Source: an optimization exercise on an open RTL-to-GDS flow (aim: small area, a short achievable clock period and few clock cycles per item). Production flows keep margins and buffers that such runs may drop. Function was checked by simulation only, so behaviour that the tests miss may differ from the original. Power figures rest on the tool's default switching activity, not on a simulated workload.

==> flow/design.v (outline; a module is shown in full before it is edited, if it fits) <==
// module rs2sfx_flt: 278 lines
// module rs2sfx_flt_mac: 1497 lines
// module rs2sfx_flt_enc: 17 lines
// module rs2sfx_flt_sum: 336 lines
module rs2sfx_flt (
    input  wire        clk,
    input  wire        rst,         
    input  wire        cmd_valid,
    output wire        cmd_ready,
    input  wire [1:0]  cmd_op,
    input  wire [4:0]  cmd_addr,
    input  wire [31:0] cmd_data,
    output reg         res_valid,
    output reg  [31:0] res_data
);
  // ...
==> flow/run.sh <==
#!/bin/bash
# synth_recipe.tcl (not shown) runs the flow's synth.tcl, then flattens the netlist and writes it again
# the make line also repeats each setting of config.mk as NAME=value (left out here)
make -C /OpenROAD-flow-scripts/flow DESIGN_CONFIG=/design/flow/config.mk WORK_HOME=/design/flow/orfs CLKGATE_MAP_FILE= SYNTH_SCRIPT=/design/flow/synth_recipe.tcl finish
==> flow/config.mk <==
export PLATFORM = sky130hd
export DESIGN_NAME = rs2sfx_flt
export DESIGN_NICKNAME = rs2sfx_flt
export VERILOG_FILES = /design/flow/design.v
export SDC_FILE = /design/flow/constraint.sdc
export NUM_CORES = 4
export LEC_CHECK = 0
export CAP_MARGIN = 20
export CORE_MARGIN = 2
export CORE_UTILIZATION = 40
export SLEW_MARGIN = 20
==> flow/constraint.sdc <==
create_clock -name core_clock -period 13.0 [get_ports {clk}]
set_input_delay 2.6000 -clock core_clock [delete_from_list [all_inputs] [get_ports {clk}]]
set_output_delay 2.6000 -clock core_clock [all_outputs]
set_load 0.01 [all_outputs]
==> impl_results.html, run 1 <==
<table>
<tr><th>Metric</th><th>Value</th></tr>
<tr><th colspan="2">Status</th></tr>
<tr><td>Outcome</td><td>timing/DRC/antenna clean</td></tr>
<tr><th colspan="2">Synthesis</th></tr>
<tr><td>Adder and majority gate portion of the synthesized area</td><td>0.276</td></tr>
<tr><td>Cell area after synthesis</td><td>roughly 0.12 mm2</td></tr>
<tr><td>Share of synthesized registers carrying an async set or reset</td><td>0</td></tr>
<tr><td>Largest area contributor in the synthesized netlist</td><td>edfxtp_1</td></tr>
<tr><td>Fraction of the mapped netlist area in compound gates</td><td>0.130</td></tr>
<tr><td>Number of instances in the synthesized netlist</td><td>between 9000 and 10000</td></tr>
<tr><td>Largest family of logic cells by synthesized area</td><td>adder cells</td></tr>
<tr><td>Area share of the leading cell type in the synthesized netlist</td><td>0.293</td></tr>
<tr><td>Average footprint of a synthesized cell</td><td>~12 um2</td></tr>
<tr><td>Post-synth EDFFs</td><td>about 1200</td></tr>
<tr><td>Commonest cells in the synthesized netlist</td><td>1620 x a22oi_1, 1472 x fa_1, 1163 x edfxtp_1</td></tr>
<tr><td>Portion of netlist area occupied by mux cells</td><td>0.00309</td></tr>
<tr><td>Simple-gate portion of the synthesized area</td><td>0.0346</td></tr>
<tr><th colspan="2">Worst hold path</th></tr>
<tr><td>Tightest Hold Check Type</td><td>flop to flop</td></tr>
<tr><td>Hold Path Origin</td><td>xh[207]$_DFFE_PP_</td></tr>
<tr><td>Hold-critical path depth</td><td>0</td></tr>
<tr><th colspan="2">Floorplanning</th></tr>
<tr><td>Die Wd</td><td>about 550 um</td></tr>
<tr><td>Initial standard-cell utilization of the core</td><td>0.402</td></tr>
<tr><td>Vert. Die Dim</td><td>approximately 550 um</td></tr>
<tr><th colspan="2">Clocking</th></tr>
<tr><td>Clock latency reported for the late side of the worst-skew pair</td><td>0.89 ns</td></tr>
<tr><th colspan="2">Pwr</th></tr>
<tr><td>Portion of total power attributed to the clock network</td><td>0.240</td></tr>
<tr><td>Standby leakage power</td><td>approximately 42 nW</td></tr>
<tr><td>Fraction of power spent switching nets</td><td>0.422</td></tr>
<tr><td>Fraction of power consumed by sequential logic</td><td>0.302</td></tr>
<tr><th colspan="2">STA</th></tr>
<tr><td>Final setup skew</td><td>0.122 ns</td></tr>
<tr><td>Final number of setup-violating endpoints</td><td>0</td></tr>
<tr><td>Fin Setup TNS</td><td>0 ns</td></tr>
<tr><th colspan="2">Setup path</th></tr>
<tr><td>Cell occurring most often along the worst timing path</td><td>fa_1</td></tr>
<tr><td>Depth of the critical timing path with buffers and inverters included</td><td>11</td></tr>
<tr><td>Worst setup path end</td><td>acc1[14]$_DFF_P_</td></tr>
<tr><td>Worst-path maximum fanout</td><td>between 80 and 90</td></tr>
<tr><th colspan="2">Job</th></tr>
<tr><td>Max-cap violation count</td><td>0</td></tr>
<tr><th colspan="2">Global routing</th></tr>
<tr><td>Number of antenna violations at the first check in global routing</td><td>19</td></tr>
<tr><td>Sum of overflow across all layers after global routing</td><td>0</td></tr>
<tr><td>Maximum number of pins on one net before global-route repair</td><td>154</td></tr>
<tr><td>Global-route met3 utilization</td><td>0.0829</td></tr>
<tr><td>Global-route wire length before repair</td><td>about 630000 um</td></tr>
<tr><td>Vias in the first global route</td><td>slightly below 90000</td></tr>
<tr><th colspan="2">Final layout</th></tr>
<tr><td>Number of multi-input logic gates</td><td>approximately 6300</td></tr>
<tr><td>Total of plain and repair buffers excluding clock buffers</td><td>403</td></tr>
<tr><th colspan="2">Routing</th></tr>
<tr><td>Post-route antenna net violation count</td><td>0</td></tr>
<tr><th colspan="2">Placed design</th></tr>
<tr><td>Estimated wirelength of the detail-placed design</td><td>around 280000 um</td></tr>
<tr><td>Placed Cells incl. Taps</td><td>roughly 13000</td></tr>
</table>
Testbench counts, summed over its fixed seeds: cycles 17,185, items 3,810.
==> run 2: changes to the inputs <==
--- a/flow/config.mk
+++ b/flow/config.mk
@@ -9,3 +9,4 @@
 export CORE_MARGIN = 2
-export CORE_UTILIZATION = 40
+export CORE_UTILIZATION = 55
+export PLACE_DENSITY = 0.68
 export SLEW_MARGIN = 20
==> run 2 against run 1 <==
Net effect: critical endpoint is now acc1[25]$_DFF_P_; via count up 2.4%; first-iteration DRC count up 13%; flip-flop and latch count unchanged; register-to-register slack better by 0.40 ns; still clean on timing, DRC and antenna; final cell count down 8.3%; global-route usage up 10 points.
==> impl_results.html, run 2 <==
<table>
<tr><th>Metric</th><th>Value</th></tr>
<tr><th colspan="2">Status</th></tr>
<tr><td>Outcome</td><td>timing/DRC/antenna clean (unchanged)</td></tr>
<tr><th colspan="2">Final layout</th></tr>
<tr><td>Most common library cell in the layout ignoring fill and taps</td><td>a22oi_1 (unchanged)</td></tr>
<tr><td>Fraction of final layout cells sized beyond drive strength 1</td><td>0.0765 (was 0.0764)</td></tr>
<tr><td>Count of nets after finishing</td><td>11306 (was 11333)</td></tr>
<tr><td>Top library cells by usage in the layout, fill and taps aside</td><td>1620 x a22oi_1, 1472 x fa_1, 1163 x edfxtp_1 (unchanged)</td></tr>
<tr><td>Finished Layout Cells</td><td>12510 (was 13641)</td></tr>
<tr><td>FILL cells</td><td>16965 (was 27030)</td></tr>
<tr><td>Finished Core Util</td><td>0.600 (was 0.439)</td></tr>
<tr><td>Layout area overhead</td><td>8.19% (was 9.40%)</td></tr>
<tr><th colspan="2">Setup path</th></tr>
<tr><td>CP arrival</td><td>6.39 ns (was 6.79 ns)</td></tr>
<tr><td>WS Path Type</td><td>flop to flop (unchanged)</td></tr>
<tr><td>Worst path bufs/invs</td><td>4 (unchanged)</td></tr>
<tr><td>Maximum single-stage delay on the critical path</td><td>0.73 ns (was 0.94 ns)</td></tr>
<tr><td>Required time reported for the critical path endpoint</td><td>13.71 ns (about the same)</td></tr>
<tr><td>CP cell instances</td><td>buf_4 &gt; buf_6 &gt; nor2b_1 &gt; fa_1 &gt; fa_1 &gt; inv_1 &gt; fa_1 &gt; fa_1 &gt; fa_1 &gt; fa_1 &gt; inv_1 (was buf_4 &gt; buf_4 &gt; nor2b_1 &gt; fa_1 &gt; inv_1 &gt; fa_1 &gt; fa_1 &gt; fa_1 &gt; fa_1 &gt; fa_1 &gt; inv_1)</td></tr>
<tr><td>Type of element launching the critical path</td><td>flop (unchanged)</td></tr>
<tr><td>Cell occurring most often along the worst timing path</td><td>fa_1 (unchanged)</td></tr>
<tr><td>Worst-path maximum fanout</td><td>102 (was 89)</td></tr>
<tr><td>Kind of cell adding the most delay to the critical path</td><td>adder cells (unchanged)</td></tr>
<tr><td>Type of destination of the critical path</td><td>flop (unchanged)</td></tr>
<tr><td>Slowest cell on the critical path</td><td>buf_6 (was buf_4)</td></tr>
<tr><th colspan="2">Pwr</th></tr>
<tr><td>Pwr Density</td><td>175 mW/mm2 (was 172 mW/mm2)</td></tr>
<tr><td>Worst-case vdd ir drop</td><td>0.482 mV (was 0.560 mV)</td></tr>
<tr><td>Final Power</td><td>22.6 mW (was 22.4 mW)</td></tr>
<tr><td>Standby leakage power</td><td>42.0 nW (was 42.1 nW)</td></tr>
<tr><th colspan="2">STA</th></tr>
<tr><td>Fin Setup TNS</td><td>0 ns (unchanged)</td></tr>
<tr><td>Part of the cycle the worst path needs</td><td>0.437 (was 0.468)</td></tr>
<tr><td>Final number of max-transition violations</td><td>0 (unchanged)</td></tr>
<tr><td>Final number of setup-violating endpoints</td><td>0 (unchanged)</td></tr>
<tr><td>Hold Vio Cnt, Final</td><td>0 (unchanged)</td></tr>
<tr><td>Highest attainable clock frequency</td><td>176 MHz (was 164 MHz)</td></tr>
<tr><td>Slew headroom</td><td>0.113 (was 0.163)</td></tr>
<tr><td>RSZ-0062 raised after global routing</td><td>false (unchanged)</td></tr>
<tr><td>Time the worst path needs with I/O delays and setup</td><td>5.68 ns (was 6.08 ns)</td></tr>
<tr><td>Worst hold slack across all endpoints</td><td>0.407 ns (was 0.398 ns)</td></tr>
<tr><td>Final setup skew</td><td>0.0636 ns (was 0.122 ns)</td></tr>
<tr><td>Slew @ Worst Pin</td><td>1.33 ns (was 1.25 ns)</td></tr>
<tr><th colspan="2">Clocking</th></tr>
<tr><td>Number of sinks driven by the clock tree</td><td>1670 (unchanged)</td></tr>
<tr><td>Inserted Clock Buffers</td><td>168 (was 186)</td></tr>
<tr><td>Clock latency reported for the late side of the worst-skew pair</td><td>0.86 ns (was 0.89 ns)</td></tr>
<tr><td>Post-CTS setup buffers</td><td>0 (unchanged)</td></tr>
<tr><td>Resized Gates After CTS</td><td>0 (unchanged)</td></tr>
<tr><td>Number of buffers between clock root and the deepest sink</td><td>3 (was 4)</td></tr>
<tr><td>Number of hold buffers added after CTS</td><td>0 (unchanged)</td></tr>
<tr><td>Buffer type at the clock tree root</td><td>clkbuf_16 (unchanged)</td></tr>
<tr><td>Clock-pin transition on the worst setup and hold timing paths</td><td>0.07 ns (was 0.06 ns)</td></tr>
<tr><td>H-tree levels</td><td>4 (unchanged)</td></tr>
<tr><td>TritonCTS clock tree</td><td>yes (unchanged)</td></tr>
<tr><th colspan="2">Synthesis</th></tr>
<tr><td>Primary flip-flop cell chosen by synthesis mapping</td><td>edfxtp_1 (unchanged)</td></tr>
<tr><td>Share of synthesized registers carrying an async set or reset</td><td>0 (unchanged)</td></tr>
<tr><td>Largest area contributor in the synthesized netlist</td><td>edfxtp_1 (unchanged)</td></tr>
<tr><td>Average footprint of a synthesized cell</td><td>12.1 um2 (unchanged)</td></tr>
<tr><td>Flip-flop and latch count after synthesis</td><td>1670 (unchanged)</td></tr>
<tr><td>Sequential share of the synthesized area</td><td>0.378 (unchanged)</td></tr>
<tr><td>Number of instances in the synthesized netlist</td><td>9849 (unchanged)</td></tr>
<tr><td>Count of yosys warnings during synthesis</td><td>1 (unchanged)</td></tr>
<tr><td>Net count after synthesis</td><td>11639 (unchanged)</td></tr>
<tr><td>Post-synth EDFFs</td><td>1163 (unchanged)</td></tr>
<tr><td>Cell area after synthesis</td><td>0.119 mm2 (unchanged)</td></tr>
<tr><td>Area share of the leading cell type in the synthesized netlist</td><td>0.293 (unchanged)</td></tr>
<tr><td>Number of different library cells in the post-synthesis netlist</td><td>66 (unchanged)</td></tr>
<tr><td>Largest cells by area after synthesis</td><td>edfxtp_1 29%, fa_1 25%, a22oi_1 10% (unchanged)</td></tr>
<tr><td>Most frequent cell after synthesis</td><td>a22oi_1 (unchanged)</td></tr>
<tr><td>Commonest cells in the synthesized netlist</td><td>1620 x a22oi_1, 1472 x fa_1, 1163 x edfxtp_1 (unchanged)</td></tr>
<tr><th colspan="2">Global routing</th></tr>
<tr><td>Maximum number of pins on one net before global-route repair</td><td>226 (was 154)</td></tr>
<tr><td>Vias in the first global route</td><td>89004 (was 87361)</td></tr>
<tr><td>Number of antenna violations at the first check in global routing</td><td>21 (was 19)</td></tr>
<tr><td>Global-route wire length before repair</td><td>617000 um (was 626000 um)</td></tr>
<tr><td>Sum of overflow across all layers after global routing</td><td>0 (unchanged)</td></tr>
<tr><td>GR Util All Layers</td><td>0.385 (was 0.286)</td></tr>
<tr><th colspan="2">Routing</th></tr>
<tr><td>Per-cell via count in the routed design</td><td>6.83 (was 6.11)</td></tr>
<tr><td>Average wire per cell in the routed design</td><td>34.1 um (was 31.9 um)</td></tr>
<tr><td>Post-route antenna net violation count</td><td>0 (unchanged)</td></tr>
<tr><td>Vias</td><td>85446 (was 83403)</td></tr>
<tr><td>Overall routed net length</td><td>427000 um (was 435000 um)</td></tr>
<tr><td>Starting DRC count in detailed routing</td><td>13745 (was 12139)</td></tr>
<tr><td>DRC violation count after routing</td><td>0 (unchanged)</td></tr>
<tr><td>Detailed-router iteration count before antenna repair</td><td>9 (was 7)</td></tr>
<tr><th colspan="2">Placed design</th></tr>
<tr><td>Estimated wirelength of the detail-placed design</td><td>271000 um (was 283000 um)</td></tr>
<tr><td>Placed Cells incl. Taps</td><td>12176 (was 13289)</td></tr>
<tr><td>Port bufs</td><td>75 (unchanged)</td></tr>
<tr><td>Routability Congestion</td><td>0.979 (was 0.953)</td></tr>
<tr><th colspan="2">Floorplanning</th></tr>
<tr><td>Number of primary I/O pins</td><td>76 (unchanged)</td></tr>
<tr><td>Die Wd</td><td>469 um (was 550 um)</td></tr>
<tr><td>Core region area</td><td>0.215 mm2 (was 0.297 mm2)</td></tr>
<tr><td>Initial standard-cell utilization of the core</td><td>0.554 (was 0.402)</td></tr>
<tr><td>Number of cell rows</td><td>170 (was 200)</td></tr>
<tr><td>Die footprint</td><td>0.220 mm2 (was 0.302 mm2)</td></tr>
<tr><td>Vert. Die Dim</td><td>469 um (was 550 um)</td></tr>
<tr><th colspan="2">Job</th></tr>
<tr><td>Max-cap violation count</td><td>0 (unchanged)</td></tr>
<tr><th colspan="2">Worst hold path</th></tr>
<tr><td>Tightest Hold Check Type</td><td>flop to flop (unchanged)</td></tr>
</table>
-- run 2: logic make-up after synthesis --
kind of cell	Yosys count	share of synthesized area
mux	33	0.00309
simple gates	857	0.0346
flops	1670	0.378
compound gates	2064	0.130
buf+inv	1862	0.0587
fa+ha+maj	1748	0.276
xor+xnor	1615	0.119
-- run 2: power breakdown --
part	internal [mW]	total (mW)	switching [mW]	leakage [nW]
combinational	3.66	10.6	6.97	24.4
clock	2.90	5.18	2.28	2.85
sequential	6.27	6.76	0.481	14.8
-- run 2: worst paths after layout --
check,start,end,slack (ns),cells past startpoint
max,tr_first$_SDFF_PP0_,acc1[25]$_DFF_P_,7.32,11
min,xh[5]$_DFFE_PP_,xh[37]$_DFFE_PP_,0.41,0
max reg2reg,tr_first$_SDFF_PP0_,acc1[25]$_DFF_P_,7.32,11
min reg2reg,xh[5]$_DFFE_PP_,xh[37]$_DFFE_PP_,0.41,0
-- run 2: layout make-up --
type / count / area, um2 / share of cell area
Timing Repair Buffer: 394 / 3330 / 0.0258
Sequential cell: 1670 / 45200 / 0.351
Clock buffer: 214 / 4610 / 0.0358
Clock inverter: 102 / 1320 / 0.0102
Multi-Input combinational cell: 6317 / 67200 / 0.522
Antenna cell: 10 / 25.0 / 0.000194
Tap cell: 2838 / 3550 / 0.0276
Inverter: 965 / 3640 / 0.0282
-- run 2: metal layers --
layer  share of wire  up-vias  track usage
met3            0.16     1827        0.149
met2            0.42     7683        0.553
met1            0.35    42772        0.501
li1                -    33144            -
met5         0.00024        -            0
met4           0.069       20        0.214
-- run 2: through the flow --
stage	instance area [um2]	setup slack (ns)
final	129000	7.32
after floorplan	119000	5.18
after CTS	129000	7.11
after detailed placement	123000	7.19
after global placement	123000	7.28
after global routing	129000	7.11
==> module rs2sfx_flt, before the edit <==
module rs2sfx_flt (
    input  wire        clk,
    input  wire        rst,         
    input  wire        cmd_valid,
    output wire        cmd_ready,
    input  wire [1:0]  cmd_op,
    input  wire [4:0]  cmd_addr,
    input  wire [31:0] cmd_data,
    output reg         res_valid,
    output reg  [31:0] res_data
);
    localparam OP_WRITE = 2'd0;
    localparam OP_STEP  = 2'd1;
    localparam OP_CLR   = 2'd2;
    reg [255:0] c0;    
    reg [255:0] c1;    
    reg [31:0] unity;
    reg [7:0]  cv0, cv1;
    reg        uv;
    reg [7:0]  th0, th1;
    reg [255:0] xh;    
    reg [255:0] yh;    
    reg [7:0]  xv, yv;
    reg        rdy;
    reg        b_v;
    reg [1:0]  b_op;
    reg [4:0]  b_addr;
    reg [31:0] b_data;
    reg        e_v;
    reg        e_last;
    reg [2:0]  e_cnt;
    reg [2:0]  e_tm1;
    reg [31:0] e_x;
    reg        tr_v, tr_first, tr_last;
    reg        fin_v;
    wire [31:0] y;
    assign cmd_ready = rdy;
    function take_f;
        input bv;
        input [1:0] bop;
        input ev, elast, trv, finv;
        begin
            take_f = bv && (!ev || elast) &&
                     (bop != OP_CLR || (!ev && !trv && !finv));
        end
    endfunction
    wire take       = take_f(b_v, b_op, e_v, e_last, tr_v, fin_v);
    wire step_start = take && (b_op == OP_STEP);
    wire shift      = e_v && e_last;    
    wire       b_v_n    = rdy ? cmd_valid : (b_v && !take);
    wire [1:0] b_op_n   = rdy ? cmd_op : b_op;
    wire       e_v_n    = step_start || (e_v && !e_last);
    wire       e_last_n = step_start ? 1'b0 : (e_v && !e_last && (e_cnt + 3'd1 == e_tm1));
    wire       tr_v_n   = e_v;
    wire       fin_v_n  = tr_v && tr_last;
    wire       rdy_n    = !b_v_n || take_f(b_v_n, b_op_n, e_v_n, e_last_n, tr_v_n, fin_v_n);
    localparam SELW = 17;
    wire act0_0 = 1'b1;
    wire act0_1 = th0[3];
    wire act0_2 = th0[7];
    wire act0_3 = th1[5];
    wire act0_4 = th1[6];
    wire act0_5 = th1[0];
    wire [2:0] cnt0 = {2'b0, act0_0} + {2'b0, act0_1} + {2'b0, act0_2} + {2'b0, act0_3} + {2'b0, act0_4} + {2'b0, act0_5};
    wire [2:0] rk0_0 = 3'd0;
    wire [2:0] rk0_1 = {2'b0, act0_0};
    wire [2:0] rk0_2 = {2'b0, act0_0} + {2'b0, act0_1};
    wire [2:0] rk0_3 = {2'b0, act0_0} + {2'b0, act0_1} + {2'b0, act0_2};
    wire [2:0] rk0_4 = {2'b0, act0_0} + {2'b0, act0_1} + {2'b0, act0_2} + {2'b0, act0_3};
    wire [2:0] rk0_5 = {2'b0, act0_0} + {2'b0, act0_1} + {2'b0, act0_2} + {2'b0, act0_3} + {2'b0, act0_4};
    wire act1_0 = th0[0];
    wire act1_1 = th0[5];
    wire act1_2 = th0[6];
    wire act1_3 = th1[1];
    wire act1_4 = th1[2];
    wire act1_5 = th1[7];
    wire [2:0] cnt1 = {2'b0, act1_0} + {2'b0, act1_1} + {2'b0, act1_2} + {2'b0, act1_3} + {2'b0, act1_4} + {2'b0, act1_5};
    wire [2:0] rk1_0 = 3'd0;
    wire [2:0] rk1_1 = {2'b0, act1_0};
    wire [2:0] rk1_2 = {2'b0, act1_0} + {2'b0, act1_1};
    wire [2:0] rk1_3 = {2'b0, act1_0} + {2'b0, act1_1} + {2'b0, act1_2};
    wire [2:0] rk1_4 = {2'b0, act1_0} + {2'b0, act1_1} + {2'b0, act1_2} + {2'b0, act1_3};
    wire [2:0] rk1_5 = {2'b0, act1_0} + {2'b0, act1_1} + {2'b0, act1_2} + {2'b0, act1_3} + {2'b0, act1_4};
    wire act2_0 = th0[1];
    wire act2_1 = th0[2];
    wire act2_2 = th0[4];
    wire act2_3 = th1[3];
    wire act2_4 = th1[4];
    wire [2:0] cnt2 = {2'b0, act2_0} + {2'b0, act2_1} + {2'b0, act2_2} + {2'b0, act2_3} + {2'b0, act2_4};
    wire [2:0] rk2_0 = 3'd0;
    wire [2:0] rk2_1 = {2'b0, act2_0};
    wire [2:0] rk2_2 = {2'b0, act2_0} + {2'b0, act2_1};
    wire [2:0] rk2_3 = {2'b0, act2_0} + {2'b0, act2_1} + {2'b0, act2_2};
    wire [2:0] rk2_4 = {2'b0, act2_0} + {2'b0, act2_1} + {2'b0, act2_2} + {2'b0, act2_3};
    wire [2:0] tmx0 = 3'd2;
    wire [2:0] tmx1 = (cnt0 > tmx0) ? cnt0 : tmx0;
    wire [2:0] tmx2 = (cnt1 > tmx1) ? cnt1 : tmx1;
    wire [2:0] tmx3 = (cnt2 > tmx2) ? cnt2 : tmx2;
    wire [2:0] sch_tm1 = tmx3 - 3'd1;
    wire [2:0] sch_cyc = step_start ? 3'd0 : (e_cnt + 3'd1);
    wire       sch_on  = step_start | (e_v & ~e_last);
    wire       sch_lst = !step_start && (e_cnt + 3'd1 == e_tm1);
    wire [SELW-1:0] sel_next;
    assign sel_next[0] = sch_on & act0_0 & (sch_cyc == rk0_0);
    assign sel_next[1] = sch_on & act0_1 & (sch_cyc == rk0_1);
    assign sel_next[2] = sch_on & act0_2 & (sch_cyc == rk0_2);
    assign sel_next[3] = sch_on & act0_3 & (sch_cyc == rk0_3);
    assign sel_next[4] = sch_on & act0_4 & (sch_cyc == rk0_4);
    assign sel_next[5] = sch_on & act0_5 & sch_lst;
    assign sel_next[6] = sch_on & act1_0 & (sch_cyc == rk1_0);
    assign sel_next[7] = sch_on & act1_1 & (sch_cyc == rk1_1);
    assign sel_next[8] = sch_on & act1_2 & (sch_cyc == rk1_2);
    assign sel_next[9] = sch_on & act1_3 & (sch_cyc == rk1_3);
    assign sel_next[10] = sch_on & act1_4 & (sch_cyc == rk1_4);
    assign sel_next[11] = sch_on & act1_5 & (sch_cyc == rk1_5);
    assign sel_next[12] = sch_on & act2_0 & (sch_cyc == rk2_0);
    assign sel_next[13] = sch_on & act2_1 & (sch_cyc == rk2_1);
    assign sel_next[14] = sch_on & act2_2 & (sch_cyc == rk2_2);
    assign sel_next[15] = sch_on & act2_3 & (sch_cyc == rk2_3);
    assign sel_next[16] = sch_on & act2_4 & (sch_cyc == rk2_4);
    reg  [SELW-1:0] sel;
    wire se0_0 = sel[0] & uv;
    wire se0_1 = sel[1] & (xv[3] & cv0[3]);
    wire se0_2 = sel[2] & (xv[7] & cv0[7]);
    wire se0_3 = sel[3] & (yv[5] & cv1[5]);
    wire se0_4 = sel[4] & (yv[6] & cv1[6]);
    wire se0_5 = sel[5] & (yv[0] & cv1[0]);
    wire [31:0] opa_n0 = ({32{se0_0}} & e_x) | ({32{se0_1}} & xh[127:96]) | ({32{se0_2}} & xh[255:224]) | ({32{se0_3}} & yh[191:160]) | ({32{se0_4}} & yh[223:192]) | ({32{se0_5}} & (fin_v ? y : yh[31:0]));
    wire [31:0] opb_n0 = ({32{se0_0}} & unity) | ({32{se0_1}} & c0[127:96]) | ({32{se0_2}} & c0[255:224]) | ({32{se0_3}} & c1[191:160]) | ({32{se0_4}} & c1[223:192]) | ({32{se0_5}} & c1[31:0]);
    wire ong_n0 = sel[3] | sel[4] | sel[5];
    wire [15:0] eo_n0, et_n0, en_n0;
    rs2sfx_flt_enc u_enc0 (.b(opb_n0), .ng(ong_n0), .one(eo_n0), .two(et_n0), .neg(en_n0));
    reg  [31:0] opa0;
    reg  [15:0] eo0, et0, en0;
    reg         ong0;
    reg  [31:0] acs0, acc0;
    reg         ack0;
    wire [31:0] ns0, nc0;
    wire        nk0;
    rs2sfx_flt_mac u_mac0 (.a(opa0), .one(eo0), .two(et0), .neg(en0), .ng(ong0), .first(tr_first),
        .acc_s(acs0), .acc_c(acc0), .cin(ack0), .o_s(ns0), .o_c(nc0), .c16(nk0));
    wire se1_0 = sel[6] & (xv[0] & cv0[0]);
    wire se1_1 = sel[7] & (xv[5] & cv0[5]);
    wire se1_2 = sel[8] & (xv[6] & cv0[6]);
    wire se1_3 = sel[9] & (yv[1] & cv1[1]);
    wire se1_4 = sel[10] & (yv[2] & cv1[2]);
    wire se1_5 = sel[11] & (yv[7] & cv1[7]);
    wire [31:0] opa_n1 = ({32{se1_0}} & xh[31:0]) | ({32{se1_1}} & xh[191:160]) | ({32{se1_2}} & xh[223:192]) | ({32{se1_3}} & yh[63:32]) | ({32{se1_4}} & yh[95:64]) | ({32{se1_5}} & yh[255:224]);
    wire [31:0] opb_n1 = ({32{se1_0}} & c0[31:0]) | ({32{se1_1}} & c0[191:160]) | ({32{se1_2}} & c0[223:192]) | ({32{se1_3}} & c1[63:32]) | ({32{se1_4}} & c1[95:64]) | ({32{se1_5}} & c1[255:224]);
    wire ong_n1 = sel[9] | sel[10] | sel[11];
    wire [15:0] eo_n1, et_n1, en_n1;
    rs2sfx_flt_enc u_enc1 (.b(opb_n1), .ng(ong_n1), .one(eo_n1), .two(et_n1), .neg(en_n1));
    reg  [31:0] opa1;
    reg  [15:0] eo1, et1, en1;
    reg         ong1;
    reg  [31:0] acs1, acc1;
    reg         ack1;
    wire [31:0] ns1, nc1;
    wire        nk1;
    rs2sfx_flt_mac u_mac1 (.a(opa1), .one(eo1), .two(et1), .neg(en1), .ng(ong1), .first(tr_first),
        .acc_s(acs1), .acc_c(acc1), .cin(ack1), .o_s(ns1), .o_c(nc1), .c16(nk1));
    wire se2_0 = sel[12] & (xv[1] & cv0[1]);
    wire se2_1 = sel[13] & (xv[2] & cv0[2]);
    wire se2_2 = sel[14] & (xv[4] & cv0[4]);
    wire se2_3 = sel[15] & (yv[3] & cv1[3]);
    wire se2_4 = sel[16] & (yv[4] & cv1[4]);
    wire [31:0] opa_n2 = ({32{se2_0}} & xh[63:32]) | ({32{se2_1}} & xh[95:64]) | ({32{se2_2}} & xh[159:128]) | ({32{se2_3}} & yh[127:96]) | ({32{se2_4}} & yh[159:128]);
    wire [31:0] opb_n2 = ({32{se2_0}} & c0[63:32]) | ({32{se2_1}} & c0[95:64]) | ({32{se2_2}} & c0[159:128]) | ({32{se2_3}} & c1[127:96]) | ({32{se2_4}} & c1[159:128]);
    wire ong_n2 = sel[15] | sel[16];
    wire [15:0] eo_n2, et_n2, en_n2;
    rs2sfx_flt_enc u_enc2 (.b(opb_n2), .ng(ong_n2), .one(eo_n2), .two(et_n2), .neg(en_n2));
    reg  [31:0] opa2;
    reg  [15:0] eo2, et2, en2;
    reg         ong2;
    reg  [31:0] acs2, acc2;
    reg         ack2;
    wire [31:0] ns2, nc2;
    wire        nk2;
    rs2sfx_flt_mac u_mac2 (.a(opa2), .one(eo2), .two(et2), .neg(en2), .ng(ong2), .first(tr_first),
        .acc_s(acs2), .acc_c(acc2), .cin(ack2), .o_s(ns2), .o_c(nc2), .c16(nk2));
    rs2sfx_flt_sum u_sum (.s0(acs0), .c0(acc0), .k0(ack0), .s1(acs1), .c1(acc1), .k1(ack1), .s2(acs2), .c2(acc2), .k2(ack2), .y(y));
    integer i;
    always @(posedge clk) begin
        if (rst) begin
            rdy      <= 1'b1;
            b_v      <= 1'b0;
            e_v      <= 1'b0;
            e_last   <= 1'b0;
            tr_v     <= 1'b0;
            tr_first <= 1'b0;
            tr_last  <= 1'b0;
            fin_v    <= 1'b0;
            res_valid <= 1'b0;
            cv0      <= 8'd0;
            cv1      <= 8'd0;
            uv       <= 1'b0;
            th0      <= 8'd0;
            th1      <= 8'd0;
            xv       <= 8'd0;
            yv       <= 8'd0;
        end else begin
            rdy <= rdy_n;
            if (rdy) begin
                b_v <= cmd_valid;
            end else if (take) begin
                b_v <= 1'b0;
            end
            if (step_start) begin
                e_v    <= 1'b1;
                e_last <= 1'b0;
                e_cnt  <= 3'd0;
                e_tm1  <= sch_tm1;
            end else if (e_v && !e_last) begin
                e_cnt  <= e_cnt + 3'd1;
                e_last <= (e_cnt + 3'd1 == e_tm1);
            end else begin
                e_v    <= 1'b0;
                e_last <= 1'b0;
            end
            tr_v     <= e_v;
            tr_first <= e_v && (e_cnt == 3'd0);
            tr_last  <= e_v && e_last;
            fin_v    <= tr_v && tr_last;
            res_valid <= fin_v;
            if (take && b_op == OP_WRITE) begin
                if (b_addr[4:3] == 2'b00) cv0[b_addr[2:0]] <= 1'b1;
                if (b_addr[4:3] == 2'b01) cv1[b_addr[2:0]] <= 1'b1;
                if (b_addr == 5'd16) uv <= 1'b1;
                for (i = 0; i < 8; i = i + 1) begin
                    if (b_addr == 5'd17) th0[i] <= (b_data[3:0] > i);
                    if (b_addr == 5'd18) th1[i] <= (b_data[3:0] > i);
                end
            end
            if (take && b_op == OP_CLR) begin
                xv <= 8'd0;
                yv <= 8'd0;
            end else if (shift) begin
                xv <= {xv[6:0], 1'b1};
                yv <= {yv[6:0], 1'b1};
            end
        end
    end
    always @(posedge clk) begin
        if (rdy) begin
            b_op   <= cmd_op;
            b_addr <= cmd_addr;
            b_data <= cmd_data;
        end
        if (step_start) e_x <= b_data;
        if (take && b_op == OP_WRITE) begin
            for (i = 0; i < 8; i = i + 1) begin
                if (b_addr == i)     c0[32*i +: 32] <= b_data;
                if (b_addr == i + 8) c1[32*i +: 32] <= b_data;
            end
            if (b_addr == 5'd16) unity <= b_data;
        end
        if (shift) begin
            xh <= {xh[223:0], e_x};
            yh[255:64] <= yh[223:32];
            yh[63:32]  <= fin_v ? y : yh[31:0];
        end else if (fin_v) begin
            yh[31:0] <= y;
        end
        if (fin_v) res_data <= y;
    end
    always @(posedge clk) begin
        sel <= sel_next;
        opa0 <= opa_n0; ong0 <= ong_n0;
        eo0 <= eo_n0; et0 <= et_n0; en0 <= en_n0;
        acs0 <= ns0; acc0 <= nc0; ack0 <= nk0;
        opa1 <= opa_n1; ong1 <= ong_n1;
        eo1 <= eo_n1; et1 <= et_n1; en1 <= en_n1;
        acs1 <= ns1; acc1 <= nc1; ack1 <= nk1;
        opa2 <= opa_n2; ong2 <= ong_n2;
        eo2 <= eo_n2; et2 <= et_n2; en2 <= en_n2;
        acs2 <= ns2; acc2 <= nc2; ack2 <= nk2;
    end
endmodule
==> run 3: changes to the inputs <==
--- a/flow/design.v
+++ b/flow/design.v
@@ -20,4 +20,5 @@
     reg [7:0]  th0, th1;
+    reg        nw1;
     reg [255:0] xh;    
-    reg [255:0] yh;    
+    reg [255:32] yh;   
     reg [7:0]  xv, yv;
@@ -40,9 +41,10 @@
         input [1:0] bop;
-        input ev, elast, trv, finv;
+        input ev, elast, trv, finv, blk;
         begin
             take_f = bv && (!ev || elast) &&
-                     (bop != OP_CLR || (!ev && !trv && !finv));
+                     (bop != OP_CLR || (!ev && !trv && !finv)) &&
+                     (bop != OP_STEP || !blk);
         end
     endfunction
-    wire take       = take_f(b_v, b_op, e_v, e_last, tr_v, fin_v);
+    wire take       = take_f(b_v, b_op, e_v, e_last, tr_v, fin_v, nw1);
     wire step_start = take && (b_op == OP_STEP);
@@ -55,3 +57,4 @@
     wire       fin_v_n  = tr_v && tr_last;
-    wire       rdy_n    = !b_v_n || take_f(b_v_n, b_op_n, e_v_n, e_last_n, tr_v_n, fin_v_n);
+    wire       nco_wr   = take && (b_op == OP_WRITE) && (b_addr == 5'd17 || b_addr == 5'd18);
+    wire       rdy_n    = !b_v_n || take_f(b_v_n, b_op_n, e_v_n, e_last_n, tr_v_n, fin_v_n, nco_wr);
     localparam SELW = 17;
@@ -98,3 +101,4 @@
     wire [2:0] tmx3 = (cnt2 > tmx2) ? cnt2 : tmx2;
-    wire [2:0] sch_tm1 = tmx3 - 3'd1;
+    reg  [2:0] sch_tm1;   
+    always @(posedge clk) sch_tm1 <= tmx3 - 3'd1;
     wire [2:0] sch_cyc = step_start ? 3'd0 : (e_cnt + 3'd1);
@@ -127,3 +131,3 @@
     wire se0_5 = sel[5] & (yv[0] & cv1[0]);
-    wire [31:0] opa_n0 = ({32{se0_0}} & e_x) | ({32{se0_1}} & xh[127:96]) | ({32{se0_2}} & xh[255:224]) | ({32{se0_3}} & yh[191:160]) | ({32{se0_4}} & yh[223:192]) | ({32{se0_5}} & (fin_v ? y : yh[31:0]));
+    wire [31:0] opa_n0 = ({32{se0_0}} & e_x) | ({32{se0_1}} & xh[127:96]) | ({32{se0_2}} & xh[255:224]) | ({32{se0_3}} & yh[191:160]) | ({32{se0_4}} & yh[223:192]) | ({32{se0_5}} & (fin_v ? y : res_data));
     wire [31:0] opb_n0 = ({32{se0_0}} & unity) | ({32{se0_1}} & c0[127:96]) | ({32{se0_2}} & c0[255:224]) | ({32{se0_3}} & c1[191:160]) | ({32{se0_4}} & c1[223:192]) | ({32{se0_5}} & c1[31:0]);
@@ -198,2 +202,3 @@
             th1      <= 8'd0;
+            nw1      <= 1'b1;
             xv       <= 8'd0;
@@ -202,2 +207,3 @@
             rdy <= rdy_n;
+            nw1 <= nco_wr;
             if (rdy) begin
@@ -259,5 +265,3 @@
             yh[255:64] <= yh[223:32];
-            yh[63:32]  <= fin_v ? y : yh[31:0];
-        end else if (fin_v) begin
-            yh[31:0] <= y;
+            yh[63:32]  <= fin_v ? y : res_data;
         end
==> flow/flow/run.sh (new file) <==
#!/bin/bash
# The standard ORFS layout (the standard.sh, standard synthesis), with the
# timing repair after floorplan, CTS and global routing aiming for a setup
# slack of SETUP_SLACK_MARGIN at the design's own clock period and
# constraints, i.e. for a shorter cycle than the 13 ns clock asks for.
set -euo pipefail
export SETUP_SLACK_MARGIN=8.5
bash standard.sh synth > log_synth.log 2>&1
bash standard.sh floorplan > log_floorplan.log 2>&1
bash standard.sh place > log_place.log 2>&1
bash standard.sh cts > log_cts.log 2>&1
bash standard.sh route > log_route.log 2>&1
bash standard.sh finish > log_finish.log 2>&1
==> flow/standard.sh (new file) <==
#!/bin/bash
# synth_recipe.tcl (not shown) runs the flow's synth.tcl, then flattens the netlist and writes it again
# the make line also repeats each setting of config.mk as NAME=value (left out here)
make -C /OpenROAD-flow-scripts/flow DESIGN_CONFIG=/design/flow/config.mk WORK_HOME=/design/flow/orfs CLKGATE_MAP_FILE= SYNTH_SCRIPT=/design/flow/synth_recipe.tcl "${@:-finish}"
removed: flow/run.sh
==> run 3 against run 2 <==
Net effect: final cell count is 1.1% higher; synthesized cell count is 0.30% lower; utilization is 2.8 points higher; hold slack worse by 0.0038 ns; highest routed layer unchanged; synthesized area is 0.98% lower; still clean; cell area is 3.6% higher; die area is 0.98% lower; sequential power is 9.5% lower.
==> impl_results.html, run 3 <==
<table>
<tr><th>Metric</th><th>Value</th></tr>
<tr><th colspan="2">Synthesis</th></tr>
<tr><td>Post-synth EDFFs</td><td>1099 (was 1163)</td></tr>
<tr><td>Most frequent cell after synthesis</td><td>a22oi_1 (unchanged)</td></tr>
<tr><td>Cell area after synthesis</td><td>0.118 mm2 (was 0.119 mm2)</td></tr>
<tr><td>Average footprint of a synthesized cell</td><td>12.0 um2 (was 12.1 um2)</td></tr>
<tr><td>Largest cells by area after synthesis</td><td>edfxtp_1 28%, fa_1 25%, a22oi_1 10% (was edfxtp_1 29%, fa_1 25%, a22oi_1 10%)</td></tr>
<tr><td>Largest area contributor in the synthesized netlist</td><td>edfxtp_1 (unchanged)</td></tr>
<tr><td>Primary flip-flop cell chosen by synthesis mapping</td><td>edfxtp_1 (unchanged)</td></tr>
<tr><td>Area share of the leading cell type in the synthesized netlist</td><td>0.280 (was 0.293)</td></tr>
<tr><td>Share of synthesized registers carrying an async set or reset</td><td>0 (unchanged)</td></tr>
<tr><td>Number of instances in the synthesized netlist</td><td>9819 (was 9849)</td></tr>
<tr><td>Count of yosys warnings during synthesis</td><td>1 (unchanged)</td></tr>
<tr><td>Sequential share of the synthesized area</td><td>0.372 (was 0.378)</td></tr>
<tr><td>Commonest cells in the synthesized netlist</td><td>1624 x a22oi_1, 1472 x fa_1, 1099 x edfxtp_1 (was 1620 x a22oi_1, 1472 x fa_1, 1163 x edfxtp_1)</td></tr>
<tr><td>Number of different library cells in the post-synthesis netlist</td><td>67 (was 66)</td></tr>
<tr><td>Flip-flop and latch count after synthesis</td><td>1642 (was 1670)</td></tr>
<tr><td>Net count after synthesis</td><td>11610 (was 11639)</td></tr>
<tr><th colspan="2">Pwr</th></tr>
<tr><td>Worst-case vdd ir drop</td><td>0.576 mV (was 0.482 mV)</td></tr>
<tr><td>Standby leakage power</td><td>43.4 nW (was 42.0 nW)</td></tr>
<tr><td>Sw power</td><td>10.0 mW (was 9.74 mW)</td></tr>
<tr><td>Cell-internal power</td><td>14.0 mW (was 12.8 mW)</td></tr>
<tr><td>Fraction of power spent switching nets</td><td>0.417 (was 0.431)</td></tr>
<tr><td>Pwr Density</td><td>180 mW/mm2 (was 175 mW/mm2)</td></tr>
<tr><td>Fraction of power consumed by sequential logic</td><td>0.254 (was 0.299)</td></tr>
<tr><td>Relative contribution of combinational cells to total power</td><td>0.530 (was 0.471)</td></tr>
<tr><td>Portion of total power attributed to the clock network</td><td>0.215 (was 0.230)</td></tr>
<tr><th colspan="2">Routing</th></tr>
<tr><td>Detailed-router iteration count before antenna repair</td><td>12 (was 9)</td></tr>
<tr><td>Vias</td><td>86426 (was 85446)</td></tr>
<tr><td>Overall routed net length</td><td>442000 um (was 427000 um)</td></tr>
<tr><td>Per-cell via count in the routed design</td><td>6.83 (about the same)</td></tr>
<tr><td>Post-route antenna net violation count</td><td>0 (unchanged)</td></tr>
<tr><td>Average wire per cell in the routed design</td><td>34.9 um (was 34.1 um)</td></tr>
<tr><td>Starting DRC count in detailed routing</td><td>14129 (was 13745)</td></tr>
<tr><td>DRC violation count after routing</td><td>0 (unchanged)</td></tr>
<tr><th colspan="2">STA</th></tr>
<tr><td>Final number of max-transition violations</td><td>0 (unchanged)</td></tr>
<tr><td>Part of the cycle the worst path needs</td><td>0.356 (was 0.437)</td></tr>
<tr><td>Final setup skew</td><td>0.0890 ns (was 0.0636 ns)</td></tr>
<tr><td>Fin Setup TNS</td><td>0 ns (unchanged)</td></tr>
<tr><td>Highest attainable clock frequency</td><td>216 MHz (was 176 MHz)</td></tr>
<tr><td>Slew @ Worst Pin</td><td>1.21 ns (was 1.33 ns)</td></tr>
<tr><td>Time the worst path needs with I/O delays and setup</td><td>4.63 ns (was 5.68 ns)</td></tr>
<tr><td>Slew headroom</td><td>0.192 (was 0.113)</td></tr>
<tr><td>Hold Vio Cnt, Final</td><td>0 (unchanged)</td></tr>
<tr><td>Final number of setup-violating endpoints</td><td>0 (unchanged)</td></tr>
<tr><td>RSZ-0062 raised after global routing</td><td>true (was false)</td></tr>
<tr><th colspan="2">Status</th></tr>
<tr><td>Outcome</td><td>timing/DRC/antenna clean (unchanged)</td></tr>
<tr><th colspan="2">Setup path</th></tr>
<tr><td>R2R Path Start</td><td>acc1[1]$_DFF_P_ (was tr_first$_SDFF_PP0_)</td></tr>
<tr><td>Type of element launching the critical path</td><td>flop (unchanged)</td></tr>
<tr><td>Required time reported for the critical path endpoint</td><td>13.60 ns (was 13.71 ns)</td></tr>
<tr><td>Cell occurring most often along the worst timing path</td><td>fa_1 (unchanged)</td></tr>
<tr><td>CP arrival</td><td>5.23 ns (was 6.39 ns)</td></tr>
<tr><td>Start point of the critical path</td><td>acc1[1]$_DFF_P_ (was tr_first$_SDFF_PP0_)</td></tr>
<tr><td>Worst-path maximum fanout</td><td>3 (was 102)</td></tr>
<tr><td>CP cell instances</td><td>fa_1 &gt; inv_2 &gt; fa_1 &gt; inv_2 &gt; fa_1 &gt; inv_1 &gt; fa_2 &gt; nor2b_4 &gt; o2111ai_4 &gt; a21oi_4 &gt; nor2_2 &gt; buf_6 &gt; a221oi_4 &gt; buf_6 &gt; a221o_1 &gt; a21oi_2 &gt; xnor2_1 &gt; a21o_1 (was buf_4 &gt; buf_6 &gt; nor2b_1 &gt; fa_1 &gt; fa_1 &gt; inv_1 &gt; fa_1 &gt; fa_1 &gt; fa_1 &gt; fa_1 &gt; inv_1)</td></tr>
<tr><td>Maximum single-stage delay on the critical path</td><td>0.56 ns (was 0.73 ns)</td></tr>
<tr><td>Slowest cell on the critical path</td><td>fa_1 (was buf_6)</td></tr>
<tr><td>Type of destination of the critical path</td><td>flop (unchanged)</td></tr>
<tr><td>WS Path Type</td><td>flop to flop (unchanged)</td></tr>
<tr><th colspan="2">Clocking</th></tr>
<tr><td>Clock-pin transition on the worst setup and hold timing paths</td><td>0.06 ns (was 0.07 ns)</td></tr>
<tr><td>Buffer type at the clock tree root</td><td>clkbuf_16 (unchanged)</td></tr>
<tr><td>Number of hold buffers added after CTS</td><td>0 (unchanged)</td></tr>
<tr><td>Number of sinks driven by the clock tree</td><td>1642 (was 1670)</td></tr>
<tr><td>Inserted Clock Buffers</td><td>172 (was 168)</td></tr>
<tr><td>Clock latency reported for the late side of the worst-skew pair</td><td>0.87 ns (was 0.86 ns)</td></tr>
<tr><td>TritonCTS clock tree</td><td>yes (unchanged)</td></tr>
<tr><td>H-tree levels</td><td>4 (unchanged)</td></tr>
<tr><td>Number of buffers between clock root and the deepest sink</td><td>3 (unchanged)</td></tr>
<tr><th colspan="2">Placed design</th></tr>
<tr><td>Post-place instance area</td><td>0.121 mm2 (was 0.123 mm2)</td></tr>
<tr><td>Routability Congestion</td><td>1.05 (was 0.979)</td></tr>
<tr><td>Placed Cells incl. Taps</td><td>12120 (was 12176)</td></tr>
<tr><td>Port bufs</td><td>75 (unchanged)</td></tr>
<tr><td>Estimated wirelength of the detail-placed design</td><td>273000 um (was 271000 um)</td></tr>
<tr><th colspan="2">Floorplanning</th></tr>
<tr><td>Initial standard-cell utilization of the core</td><td>0.555 (was 0.554)</td></tr>
<tr><td>Die footprint</td><td>0.218 mm2 (was 0.220 mm2)</td></tr>
<tr><td>Number of primary I/O pins</td><td>76 (unchanged)</td></tr>
<tr><td>Core region area</td><td>0.213 mm2 (was 0.215 mm2)</td></tr>
<tr><td>Number of cell rows</td><td>169 (was 170)</td></tr>
<tr><td>Die Wd</td><td>467 um (was 469 um)</td></tr>
<tr><td>Vert. Die Dim</td><td>467 um (was 469 um)</td></tr>
<tr><th colspan="2">Final layout</th></tr>
<tr><td>Finished Core Util</td><td>0.628 (was 0.600)</td></tr>
<tr><td>Most common library cell in the layout ignoring fill and taps</td><td>a22oi_1 (unchanged)</td></tr>
<tr><td>Layout area overhead</td><td>13.2% (was 8.19%)</td></tr>
<tr><td>Fraction of final layout cells sized beyond drive strength 1</td><td>0.131 (was 0.0765)</td></tr>
<tr><td>Finished Layout Cells</td><td>12647 (was 12510)</td></tr>
<tr><td>Top library cells by usage in the layout, fill and taps aside</td><td>1591 x a22oi_1, 1407 x fa_1, 1099 x edfxtp_1 (was 1620 x a22oi_1, 1472 x fa_1, 1163 x edfxtp_1)</td></tr>
<tr><td>Post-Layout Inst Area</td><td>0.133 mm2 (was 0.129 mm2)</td></tr>
<tr><td>Count of nets after finishing</td><td>11454 (was 11306)</td></tr>
<tr><td>Biggest registers after layout</td><td>c0: 256 flops, c1: 256 flops, xh: 256 flops</td></tr>
<tr><th colspan="2">Global routing</th></tr>
<tr><td>Grt peak-use layer</td><td>met2 (unchanged)</td></tr>
<tr><td>Global-route wire length before repair</td><td>620000 um (was 617000 um)</td></tr>
<tr><td>GR Util All Layers</td><td>0.394 (was 0.385)</td></tr>
<tr><td>Sum of overflow across all layers after global routing</td><td>0 (unchanged)</td></tr>
<tr><td>Maximum number of pins on one net before global-route repair</td><td>178 (was 226)</td></tr>
<tr><td>Global-route met3 utilization</td><td>0.143 (was 0.149)</td></tr>
<tr><td>Number of antenna violations at the first check in global routing</td><td>19 (was 21)</td></tr>
<tr><td>GR Layer Usage met1</td><td>0.496 (was 0.501)</td></tr>
<tr><td>Met2 Resource Use GR</td><td>0.567 (was 0.553)</td></tr>
<tr><td>Vias in the first global route</td><td>89388 (was 89004)</td></tr>
<tr><th colspan="2">Worst hold path</th></tr>
<tr><td>Hold Path Origin</td><td>sch_tm1[2]$_DFF_P_ (was xh[5]$_DFFE_PP_)</td></tr>
<tr><td>Tightest Hold Check Type</td><td>flop to flop (unchanged)</td></tr>
<tr><th colspan="2">Job</th></tr>
<tr><td>Max-cap violation count</td><td>0 (unchanged)</td></tr>
</table>
run 3: changes by cell type after synthesis, moves of 8 or more:
cell      delta
edfxtp_1    -64
dfxtp_1     +36
nand2_1     -12
a21o_1       -9
a221oi_2     +9
and3_1       -8
buf_1        -8
nand3_1      +8
run 3: path summary, 6_finish.rpt:
| kind | to | slack [ns] | depth (start not counted) |
|---|---|---|---|
| max | yh[62]$_DFFE_PP_ | 8.37 | 18 |
| min | e_tm1[2]$_DFFE_PP_ | 0.40 | 0 |
| min reg2reg | e_tm1[2]$_DFFE_PP_ | 0.40 | 0 |
| max reg2reg | yh[62]$_DFFE_PP_ | 8.37 | 18 |
run 3: cells by family (layout without fill, tap and decap cells):
logic type	Yosys count	in the layout	share of synthesized area
compound gates	2083	2083	0.133
xor+xnor	1614	1614	0.120
fa+ha+maj	1749	1749	0.279
buf+inv	1861	1854	0.0593
flops	1642	1642	0.372
mux	29	29	0.00271
other cells	0	14	0
simple gates	841	841	0.0341
run 3: final cells by class:
cell class              instances  area [um2]
clock buffers                 228        4740
well taps                    2821        3530
repair buffers                564        7200
inverters                     967        3680
diodes                         14        35.0
fillers                     16012       79100
multi-input cells            6316       68800
flip-flops and latches       1642       44200
clock inverters                95        1240
run 3: per-stage QoR:
| step | hold WS, ns | setup WS (ns) | power [mW] |
|---|---|---|---|
| detailed placement | 0.391 | 7.45 | 15.6 |
| global route | 0.412 | 8.17 | 25.1 |
| finish | 0.403 | 8.37 | 24.1 |
| global placement | 0.391 | 7.51 | 15.5 |
| floorplan | 0.386 | 8.51 | 12.2 |
| CTS | 0.405 | 8.29 | 22.5 |
run 3: what timing repair did:
action | in CTS | in global routing
gates resized for setup | 436 | 521
endpoints found under the setup margin | 333 | 311
buffers inserted | 58 | 79
pin swaps | 59 | 129
cloned | 12 | 32
run 3: worst max-delay path, delay by kind of cell, from the launching register on:
family / cells / cell delay [ns]
xor gates and xnor gates: 1 / 0.13
and+or+nand+nor: 2 / 0.23
adders and majority gates: 4 / 2.02
DFF: 1 / 0.33
buffers and inverters: 5 / 0.49
AOI/OAI and AO/OA: 6 / 1.21
run 3: per-layer routing:
layer,wire length (um),part of all wire
met1,149000,0.34
met2,186000,0.42
met3,67400,0.15
met4,38900,0.088
met5,418,0.00095
run 3: power by group through the flow:
stage | Clock [mW] | Sequential, mW | Combinational, mW
3_5_place_dp | 0 | 6.22 | 9.34
4_1_cts | 5.20 | 6.11 | 11.2
2_1_floorplan | 0 | 6.05 | 6.16
5_1_grt | 5.41 | 6.13 | 13.6
6_report | 5.18 | 6.12 | 12.8
3_3_place_gp | 0 | 6.21 | 9.25
Testbench counts of run 3, summed over its fixed seeds: cycles 17,190, items 3,810.

-- separate check: timing with driven ports --
Ports are ideal in the flow. The routed layouts listed here were re-timed in OpenROAD.
Step 1 sets driving cells, clkbuf_16 on the clock port and buf_2 on the other inputs (assumed; they add their load-dependent delay and slew).
Step 2 also shifts input and output timing later by t, the mid clock arrival at the registers, as if the neighbouring blocks saw the same clock.
a / b / c = ideal ports / drivers / drivers and shift; a / b = the first two.
| run | t (ns) | setup slack, ns | cell pins on the clock port's net |
|---|---|---|---|
| run 1 | 0.928 | 6.918 / 6.918 / 6.918 | 1 |
| run 2 | 0.916 | 7.321 / 7.321 / 7.321 | 1 |
| run 3 | 0.907 | 8.366 / 8.366 / 8.366 | 1 |
After both steps setup and hold are still met in every run listed.
